Context: an optimization exercise on an open-source flow, tuned for small area, a short achievable clock period and few clock cycles. The choices shown serve that exercise and are no tape-out recipe. Only the layout flow was run in this run; the RTL was not checked for function there. Power figures rest on the tool's default switching activity, not on a simulated workload.

File: design.v
module ssc_compress #(
    parameter W = 16
) (
    input  wire         clk,
    input  wire         add,
    input  wire         clr,
    input  wire [511:0] mat_col,
    output wire [511:0] result
);
    localparam NC = 64 / W;
    reg [511:0]        acc;
    reg [8*NC-1:0]     cy;      
    integer i, k;
    reg [W:0] s;
    always @(posedge clk) begin
        for (i = 0; i < 8; i = i + 1) begin
            for (k = 0; k < NC; k = k + 1) begin
                s = (clr ? {(W+1){1'b0}} : {1'b0, acc[64*i + W*k +: W]})
                  + (add ? {1'b0, mat_col[64*i + W*k +: W]} : {(W+1){1'b0}})
                  + ((clr || k == 0) ? {(W+1){1'b0}} : {{W{1'b0}}, cy[NC*i + k]});
                acc[64*i + W*k +: W] <= s[W-1:0];
                if (k + 1 < NC)
                    cy[NC*i + k + 1] <= s[W];
            end
            cy[NC*i] <= 1'b0;
        end
    end
    assign result = acc;
endmodule
module sumhash512 (
    input  wire         clk,
    input  wire         rst,
    input  wire         cmd_valid,
    output wire         cmd_ready,
    input  wire [2:0]   cmd_op,
    input  wire         cmd_salted,
    input  wire [3:0]   cmd_cnt,
    input  wire [63:0]  cmd_data,
    output reg  [9:0]   mat_addr,
    input  wire [511:0] mat_col,
    output reg          dig_valid,
    output wire [511:0] dig
);
    localparam OP_SLOAD = 3'd0;
    localparam OP_INIT  = 3'd1;
    localparam OP_RESET = 3'd2;
    localparam OP_WRITE = 3'd3;
    localparam OP_FINAL = 3'd4;
    localparam W  = 16;             
    localparam F  = 64 / W - 1;     
    localparam TD = 3 + F;          
    localparam K_MSG  = 2'd0;       
    localparam K_FOLD = 2'd1;       
    localparam K_FIN1 = 2'd2;       
    localparam K_FIN2 = 2'd3;       
    localparam P_IDLE = 2'd0;
    localparam P_BD   = 2'd1;       
    localparam P_BL   = 2'd2;       
    localparam P_C    = 2'd3;       
    reg         ready_r;
    reg         hv;
    reg [2:0]   hop;
    reg         hsal;
    reg [3:0]   hcnt;
    reg [63:0]  hdat;
    reg [2:0]   rotc;               
    reg         wb;                 
    reg         qv;
    reg [2:0]   qop;
    reg         qsal;
    reg [3:0]   qcnt;
    reg [63:0]  qdat;
    reg [63:0]  wen;
    reg         wblk, wstg, saltld;
    reg [63:0]  wdat;
    reg [511:0] chain;
    reg         czero;              
    reg [511:0] blk;                
    reg [5:0]   clen;
    reg [57:0]  tot;
    reg         salted;
    reg [511:0] salt;
    reg [511:0] stage;
    reg [6:0]   scnt;
    reg         fin_busy;           
    reg         rq;
    reg [1:0]   rq_kind;
    reg [1:0]   jk;
    reg [6:0]   j_nb;
    reg         j_mk, j_len, j_two, j_skipc;
    reg [9:0]   j_bdend;
    reg [1:0]   ph;
    reg [9:0]   jn;
    reg         jfirst;
    reg [57:0]  tsh;                
    reg [511:0] tmp;                
    reg         tmp_sh;             
    reg         v1, f1;
    reg [7:0]   b8, s8, c8;
    reg         tb1, fin2_1, isc1, dv1, mk1, lb1;
    reg         add_r, clr_r;
    reg [TD:1]  tk;
    reg [1:0]   tkind [1:TD];
    reg [TD:1]  ttwo;
    reg         chain_ld, tmp_ld;
    wire [511:0] accv;
    assign dig = accv;
    assign cmd_ready = ready_r;
    wire       h_sload  = (hop == OP_SLOAD);
    wire       h_write  = (hop == OP_WRITE);
    wire [2:0] off      = h_sload ? scnt[2:0] : clen[2:0];
    wire       aligned  = wb || (hcnt == 4'd0) || (rotc == off);
    wire       busy     = rq || (ph != P_IDLE) || (|tk) || fin_busy;
    wire       lock     = rq || ((ph == P_BD) && (jk == K_MSG || jk == K_FIN1));
    reg        can_ex;
    always @* begin
        case (hop)
        OP_SLOAD: can_ex = aligned;
        OP_WRITE: can_ex = aligned && !lock && !fin_busy;
        OP_INIT, OP_RESET, OP_FINAL: can_ex = !busy;
        default:  can_ex = 1'b1;
        endcase
    end
    wire ex = hv && can_ex;
    wire [6:0] nl    = {1'b0, clen} + {3'd0, hcnt};
    wire [6:0] sl    = scnt + {3'd0, hcnt};
    wire       wrap  = h_write && !wb && nl[6] && (nl != 7'd64);
    wire       h_done = ex && !wrap;
    wire       rotate = hv && !aligned && (h_sload || h_write);
    wire [6:0] lo = h_sload ? scnt : (wb ? 7'd0 : {1'b0, clen});
    wire [6:0] hi = h_sload ? sl   : (wb ? {1'b0, clen} : nl);
    reg  [63:0] ben;
    integer p;
    always @* for (p = 0; p < 64; p = p + 1) ben[p] = (p >= lo) && (p < hi);
    wire tail_ok = ~|tk[F:1];
    wire start   = rq && (ph == P_IDLE) && tail_ok && !saltld;
    wire [6:0] s_nb   = (rq_kind == K_MSG) ? 7'd64 : (rq_kind == K_FIN1) ? {1'b0, clen} : 7'd0;
    wire       s_mk   = (rq_kind == K_FIN1);
    wire       s_len  = (rq_kind == K_FIN2) || ((rq_kind == K_FIN1) && clen < 6'd48);
    wire       s_two  = (rq_kind == K_FIN1) && clen >= 6'd48;
    wire       s_skipc= (rq_kind != K_FIN2) && czero;
    wire [9:0] s_bdn  = {s_nb, 3'd0} + {9'd0, s_mk};      
    wire [9:0] s_bdend= salted ? 10'd1023 : 10'd511 + s_bdn;
    wire       s_hasbd= salted || (s_bdn != 10'd0);
    wire       s_hasbl= !salted && s_len && (tot != 58'd0);
    wire [1:0] s_ph   = s_hasbd ? P_BD : s_hasbl ? P_BL : P_C;
    wire bl_more = |tsh[57:1];
    wire inlen   = (jn >= 10'd899) && (jn < 10'd957);
    wire ph_end  = (ph == P_BD) ? (jn == j_bdend)
                 : (ph == P_BL) ? !bl_more
                 : (ph == P_C)  ? (jn == 10'd511) : 1'b0;
    reg  [1:0] ph_nx_end;
    always @* begin
        if (ph == P_BD && !salted && j_len && (|tsh))
            ph_nx_end = P_BL;
        else if ((ph == P_BD || ph == P_BL) && !j_skipc)
            ph_nx_end = P_C;
        else
            ph_nx_end = P_IDLE;
    end
    wire last_issue = (ph != P_IDLE) && ph_end && (ph_nx_end == P_IDLE);
    wire [1:0] ph_nx = start ? s_ph : (ph != P_IDLE && ph_end) ? ph_nx_end : ph;
    wire [1:0] jk_nx = start ? rq_kind : jk;
    wire [8:0] jp = jn[8:0];
    reg  [7:0] b8_n, s8_n, c8_n;
    integer g;
    always @* begin
        for (g = 0; g < 8; g = g + 1) begin
            b8_n[g] = blk[64*g + jp[5:0]];
            s8_n[g] = salt[64*g + jp[5:0]];
            c8_n[g] = chain[64*g + jp[5:0]];
        end
    end
    wire isc0 = (ph == P_C);
    wire dv0  = ({1'b0, jp[8:3]} < j_nb);
    wire mk0  = j_mk && (jp == {clen, 3'd0});
    wire lb0  = j_len && inlen && tsh[0];
    wire xc = fin2_1 ? tb1 : c8[mat_addr[8:6]];
    wire xb = ((dv1 && b8[mat_addr[8:6]]) || mk1 || lb1) ^ (salted && s8[mat_addr[8:6]]);
    wire x1 = isc1 ? xc : xb;
    ssc_compress #(.W(W)) u_comp (
        .clk     (clk),
        .add     (add_r),
        .clr     (clr_r),
        .mat_col (mat_col),
        .result  (accv)
    );
    wire        dn      = tk[TD];
    wire [1:0]  dn_kind = tkind[TD];
    wire        dn_two  = ttwo[TD];
    wire accept = cmd_valid && ready_r;
    wire hv_nx  = (hv && !h_done) || qv || accept;
    wire qv_nx  = hv_nx && ((hv && !h_done && (qv || accept)) || (qv && accept));
    integer q;
    always @(posedge clk) begin
        if (!hv || h_done) begin
            if (qv) begin
                hop <= qop; hsal <= qsal; hcnt <= qcnt; hdat <= qdat;
            end else begin
                hop <= cmd_op; hsal <= cmd_salted; hcnt <= cmd_cnt; hdat <= cmd_data;
            end
            rotc <= 3'd0;
            wb   <= 1'b0;
        end else begin
            if (rotate) begin
                hdat <= {hdat[55:0], hdat[63:56]};
                rotc <= rotc + 3'd1;
            end
            if (ex && wrap)
                wb <= 1'b1;
        end
        if (ready_r) begin
            qop <= cmd_op; qsal <= cmd_salted; qcnt <= cmd_cnt; qdat <= cmd_data;
        end
        wen    <= ben;
        wdat   <= hdat;
        wblk   <= ex && h_write;
        wstg   <= ex && h_sload;
        saltld <= ex && (hop == OP_INIT) && hsal;
        for (q = 0; q < 64; q = q + 1) begin
            if (wblk && wen[q]) blk[8*q +: 8]   <= wdat[8*(q%8) +: 8];
            if (wstg && wen[q]) stage[8*q +: 8] <= wdat[8*(q%8) +: 8];
        end
        if (saltld)
            salt <= stage;
        if (start) begin
            jk      <= rq_kind;
            j_nb    <= s_nb;
            j_mk    <= s_mk;
            j_len   <= s_len;
            j_two   <= s_two;
            j_skipc <= s_skipc;
            j_bdend <= s_bdend;
            tsh     <= tot;
            jn      <= s_hasbd ? 10'd512 : s_hasbl ? 10'd899 : 10'd0;
            jfirst  <= 1'b1;
        end else if (ph != P_IDLE) begin
            jfirst <= 1'b0;
            if (inlen) tsh <= {1'b0, tsh[57:1]};
            if (ph_end)
                jn <= (ph_nx_end == P_BL) ? 10'd899 : 10'd0;
            else
                jn <= jn + 10'd1;
        end
        tmp_sh <= (ph_nx == P_C) && (jk_nx == K_FIN2);
        chain_ld <= tk[TD-1] && (tkind[TD-1] == K_MSG || tkind[TD-1] == K_FOLD);
        tmp_ld   <= tk[TD-1] && (tkind[TD-1] == K_FIN1);
        if (chain_ld)
            chain <= accv;
        if (tmp_ld)
            tmp <= accv;
        else if (tmp_sh)
            tmp <= {1'b0, tmp[511:1]};
        mat_addr <= jn;
        b8 <= b8_n; s8 <= s8_n; c8 <= c8_n;
        tb1    <= tmp[0];
        fin2_1 <= (jk == K_FIN2);
        isc1   <= isc0;
        dv1    <= dv0;
        mk1    <= mk0;
        lb1    <= lb0;
        f1     <= jfirst;
        add_r  <= v1 && x1;
        clr_r  <= v1 && f1;
        for (q = 2; q <= TD; q = q + 1) begin
            tkind[q] <= tkind[q-1];
            ttwo[q]  <= ttwo[q-1];
        end
        tkind[1] <= jk;
        ttwo[1]  <= j_two;
        if (rst) begin
            ready_r   <= 1'b1;
            hv        <= 1'b0;
            qv        <= 1'b0;
            wblk      <= 1'b0;
            wstg      <= 1'b0;
            saltld    <= 1'b0;
            clen      <= 6'd0;
            scnt      <= 7'd0;
            tot       <= 58'd0;
            salted    <= 1'b0;
            czero     <= 1'b1;
            fin_busy  <= 1'b0;
            rq        <= 1'b0;
            rq_kind   <= K_MSG;
            ph        <= P_IDLE;
            v1        <= 1'b0;
            add_r     <= 1'b0;
            clr_r     <= 1'b0;
            tk        <= {TD{1'b0}};
            chain_ld  <= 1'b0;
            tmp_ld    <= 1'b0;
            tmp_sh    <= 1'b0;
            dig_valid <= 1'b0;
        end else begin
            ready_r   <= !qv_nx;
            hv        <= hv_nx;
            qv        <= qv_nx;
            ph        <= ph_nx;
            v1        <= (ph != P_IDLE);
            tk        <= {tk[TD-1:1], last_issue};
            dig_valid <= dn && (dn_kind == K_FIN2 || (dn_kind == K_FIN1 && !dn_two));
            if (start) begin
                rq <= 1'b0;
                if (rq_kind == K_MSG || rq_kind == K_FOLD)
                    czero <= 1'b0;
            end
            if (dn && dn_kind == K_FIN2)
                fin_busy <= 1'b0;
            if (dn && dn_kind == K_FIN1) begin
                if (dn_two) begin
                    rq      <= 1'b1;
                    rq_kind <= K_FIN2;
                end else
                    fin_busy <= 1'b0;
            end
            if (ex) begin
                case (hop)
                OP_SLOAD: scnt <= sl;
                OP_INIT, OP_RESET: begin
                    clen  <= 6'd0;
                    czero <= 1'b1;
                    if (hop == OP_INIT) begin
                        salted <= hsal;
                        scnt   <= 7'd0;
                    end
                    if ((hop == OP_INIT) ? hsal : salted) begin
                        tot     <= 58'd64;
                        rq      <= 1'b1;
                        rq_kind <= K_FOLD;
                    end else
                        tot <= 58'd0;
                end
                OP_WRITE: begin
                    if (!wb) begin
                        tot  <= tot + {54'd0, hcnt};
                        clen <= nl[5:0];
                        if (nl[6]) begin
                            rq      <= 1'b1;
                            rq_kind <= K_MSG;
                        end
                    end
                end
                OP_FINAL: begin
                    rq       <= 1'b1;
                    rq_kind  <= K_FIN1;
                    fin_busy <= 1'b1;
                end
                default: ;
                endcase
            end
        end
    end
endmodule
File: run.sh
#!/bin/bash
# synth_recipe.tcl (not shown) runs the flow's synth.tcl, then flattens the netlist and writes it again
# the make line also repeats each setting of config.mk as NAME=value (left out here)
make -C /OpenROAD-flow-scripts/flow DESIGN_CONFIG=/design/flow/config.mk WORK_HOME=/design/flow/orfs CLKGATE_MAP_FILE= SYNTH_SCRIPT=/design/flow/synth_recipe.tcl finish
File: config.mk
export PLATFORM = sky130hd
export DESIGN_NAME = sumhash512
export DESIGN_NICKNAME = sumhash512
export VERILOG_FILES = /design/flow/design.v
export SDC_FILE = /design/flow/constraint.sdc
export NUM_CORES = 4
export LEC_CHECK = 0
export CAP_MARGIN = 20
export CELL_PAD_IN_SITES_DETAIL_PLACEMENT = 2
export CELL_PAD_IN_SITES_GLOBAL_PLACEMENT = 3
export CORE_MARGIN = 2
export CORE_UTILIZATION = 25
export PLACE_DENSITY = 0.4
export SETUP_SLACK_MARGIN = 3.8
export SLEW_MARGIN = 20
File: constraint.sdc
create_clock -name core_clock -period 7.0 [get_ports {clk}]
set_input_delay 1.4000 -clock core_clock [delete_from_list [all_inputs] [get_ports {clk}]]
set_output_delay 1.4000 -clock core_clock [all_outputs]
set_load 0.01 [all_outputs]
==> run summary <==
path summary, 6_finish.rpt:
check / from / to / slack [ns]
worst max register to register: clr_r / u_comp.acc[350] / 3.71
worst max-delay path: clr_r / u_comp.acc[350] / 3.71
worst min register to register: tkind[2][1] / tkind[3][1] / 0.33
worst min-delay path: tkind[2][1] / tkind[3][1] / 0.33
power by group through the flow:
| stage | clock (µW) | sequential [µW] | combinational (µW) |
|---|---|---|---|
| 2_1_floorplan | 0 | 27600 | 5430 |
| 3_3_place_gp | 0 | 28900 | 12900 |
| 3_5_place_dp | 0 | 28900 | 13000 |
| 4_1_cts | 24600 | 28700 | 13100 |
| 5_1_grt | 25300 | 28800 | 14300 |
| 6_report | 23700 | 28500 | 13200 |
area by class of cell:
cell class                      instances  area share (%)
Clock inverter                        264            1.40
Sequential cell                      3619            49.8
Inverter                              234           0.437
Clock buffer                          573            5.92
Antenna cell                           70          0.0863
Multi-Input combinational cell       6389            28.6
Tap cell                             8350            5.14
Timing Repair Buffer                 1701            8.60
sequential cells by signal, summed over array words and instances, names as in the netlist, 10 cells and up:
register	cells
chain	512
u_comp.acc	512
wdat	64
hdat	64
tkind	12
mat_addr	10
tsh	58
wen	64
jn	10
qdat	64
u_comp.cy	24
tot	58
stage	512
salt	512
blk	512
tmp	512
cells in the final DEF, fill, tap and decap left out, types with 307 or more instances in the layout:
cell,count
and2_1,636
buf_4,476
clkbuf_16,460
clkdlybuf4s50_1,584
dfxtp_1,459
edfxtp_1,2791
ha_1,470
mux2_2,529
mux4_2,510
nand2_1,477
nor2b_1,516
xnor2_1,307
per-stage QoR:
step / hold WS [ns] / total power [µW]
after global placement: 0.313 / 41800
final: 0.327 / 65400
after floorplan: 0.310 / 33000
after global routing: 0.331 / 68400
after detailed placement: 0.315 / 41900
after CTS: 0.327 / 66400
worst register-to-register path, cell delays in order (launching register included):
cell	delay (ns)
dfxtp_4	0.38
buf_12	0.15
buf_16	0.16
buf_4	0.26
buf_12	0.12
buf_8	0.15
nand2b_4	0.16
fa_2	0.40
inv_2	0.07
fa_2	0.22
a21oi_2	0.08
o211ai_1	0.28
nand3_1	0.18
a31oi_2	0.25
nand3_1	0.11
nand3b_1	0.15
xor2_1	0.16
metal layers:
layer / GRT usage (%) / up-vias
li1: - / 44200
met1: 26.9 / 52600
met2: 33.1 / 2037
met3: 3.80 / 833
met4: 5.25 / 50
met5: 0 / -
logic make-up after synthesis:
logic type | after synthesis | share of synthesized area [%]
AOI/OAI and AO/OA | 1358 | 5.66
and+or+nand+nor | 2939 | 10.2
adders and majority gates | 565 | 4.78
DFF | 3619 | 63.9
xor gates and xnor gates | 397 | 2.21
muxes | 1126 | 11.7
buffers and inverters | 659 | 1.58
repair_timing:
item / CTS / global route
pin swaps: 117 / 240
buffers inserted: 207 / 142
endpoints found under the setup margin: 1354 / 393
resized for setup: 2904 / 437
gates cloned: 44 / 17
==> results.toml <==
[power]
power.share.switching_pct = 31.3
clockPowerShare_pct = 36.3
switching_power_uw = 20500
pwr_density_cell_nw_per_um2 = 322
p_int_uw = 45000
p_comb_share_pct = 20.2
leakage_uw = 0.0725
vdd_drop_max_uv = 231
pwr-share-seq_pct = 43.6

[die]
rows = 291
ioPinCount = 1111
die_h_um = 797
fp.dieW_um = 797
start_util_pct = 25.1
design.core.area_um2 = 627000
die_area_um2 = 635000

[synthesis]
async_flop_share_pct = 0
netlist_top_cells_area = "edfxtp_1, dfxtp_1, mux4_2, ha_1, mux2_2"
synth-main-ff-cell = "edfxtp_1"
ys_top_cells_by_count = "edfxtp_1, dfxtp_1, and2_1"
syn_avg_cell_area_um2 = 14.7
synth_cell_types = 78
ys.warnings.count = 3
syn_area_um2 = 157000
synthesis.nets = 11800
synth_edf_count = 2791
synth_cells = 10700
netlist.area_leader.share_pct = 53.4
synth.most_common_cell = "edfxtp_1"
ys_ff_latch = 3619
seq_area_frac_synth_pct = 63.9
synth_top_area_cell = "edfxtp_1"

[min_path]
hold_depth = 0
min_path_type = "flop to flop"

[final_layout]
drive_above_1_share_pct = 28.6
synthToLayoutAreaGrowth_pct = 29.3
final_cells = 21200
multiInputGateArea_um2 = 58000
postLayoutCoreUtil_pct = 32.4
finalInstanceArea_um2 = 203000
seq_area_um2 = 101000
final_nets = 13500
fillers = 64100

[sta]
tns_ns = 0
setup_slack_ns = 3.71
slew-limit-headroom_pct = 23.4
setup_violations = 0
timing.final.crit_share_pct = 47.0
rsz0062_at_grt = "yes"
clock.fmax_mhz = 304
maxSlewViolCount = 0
skew_ns = 0.128
finalCriticalPeriod_ns = 3.29
tightest_slew_ns = 1.15
hold_viol_final = 0

[setup_path]
crit_fanout = 13
worstSetupPathType = "flop to flop"
reg2regPathDepth = 16
worstPathCellList = "buf_12 -> buf_16 -> buf_4 -> buf_12 -> buf_8 -> nand2b_4 -> fa_2 -> inv_2 -> fa_2 -> a21oi_2 -> o211ai_1 -> nand3_1 -> a31oi_2 -> nand3_1 -> nand3b_1 -> xor2_1"
crit_slowest_cell = "fa_2"
cp.depth = 16
end_kind = "flop"
arrival_ns = 4.25
start_kind = "flop"
cp.buffers_inverters = 6
cp_slowest_stage_delay_ns = 0.40
cp.required_ns = 7.96
cp_top_family = "buffers and inverters"

[cts]
clkLatencyLatePin_ns = 1.07
ctsHoldBuffers = 0
cts_buffer_depth = 4
tritoncts = "built"
cts_made_buffers = 442
root_buffer = "clkbuf_16"
htreeDepth = 5
clkSinkCount = 3619
path_clk_slew_ns = 0.06

[grt]
grt-ovfl-total = 0
grt_pass1_vias = 108000
antenna_found_initial = 239
grt_max_degree = 120
grt_usage_pct = 20.0
grt_pass1_wl_um = 900000

[outcome]
status = "complete, no violations"

[route]
antenna_left = 0
num_vias = 99700
viasPerCell = 4.70
wl_per_cell_um = 31.2
dr.max_layer_used = "met5"
drt_drc_violations_left = 0
firstDrtPassIters = 5
finalWirelength_um = 660000
dr_wl_met3_um = 33600
route.layer.met1.wl_um = 295000
drt_iter0_markers = 6093
met2_length_um = 312000

[job]
cap_violations = 0

[placement]
io_buffers = 1110
post-place-ws_ns = 2.03
dp.cells = 19900
place_hpwl_um = 455000
dpl_cell_area_um2 = 179000
place.gp.congestion = 0.777

## separate check: timing with driven ports
How much do the figures lean on ideal ports? The routed layout below was timed once more, with nothing changed but the port constraints. Step 1 assumes that a clkbuf_16 drives the clock port and a buf_2 every other input. Step 2 also shifts input and output timing later by t, the mid clock arrival at the registers, as if the neighbouring blocks saw the same clock. Three values: no drivers, after step 1, after step 2; two values: the first two.
shift t [ns]: 1.143
slack for setup (ns): 3.712 / 3.682 / 2.538
worst slew at a driven data input, ns: 0.34
cell pins on the clock port's net: 1
After both steps this run still meets setup and hold. For this run, drivers alone change the setup slack by -0.030 ns; drivers and shift together by -1.174 ns.
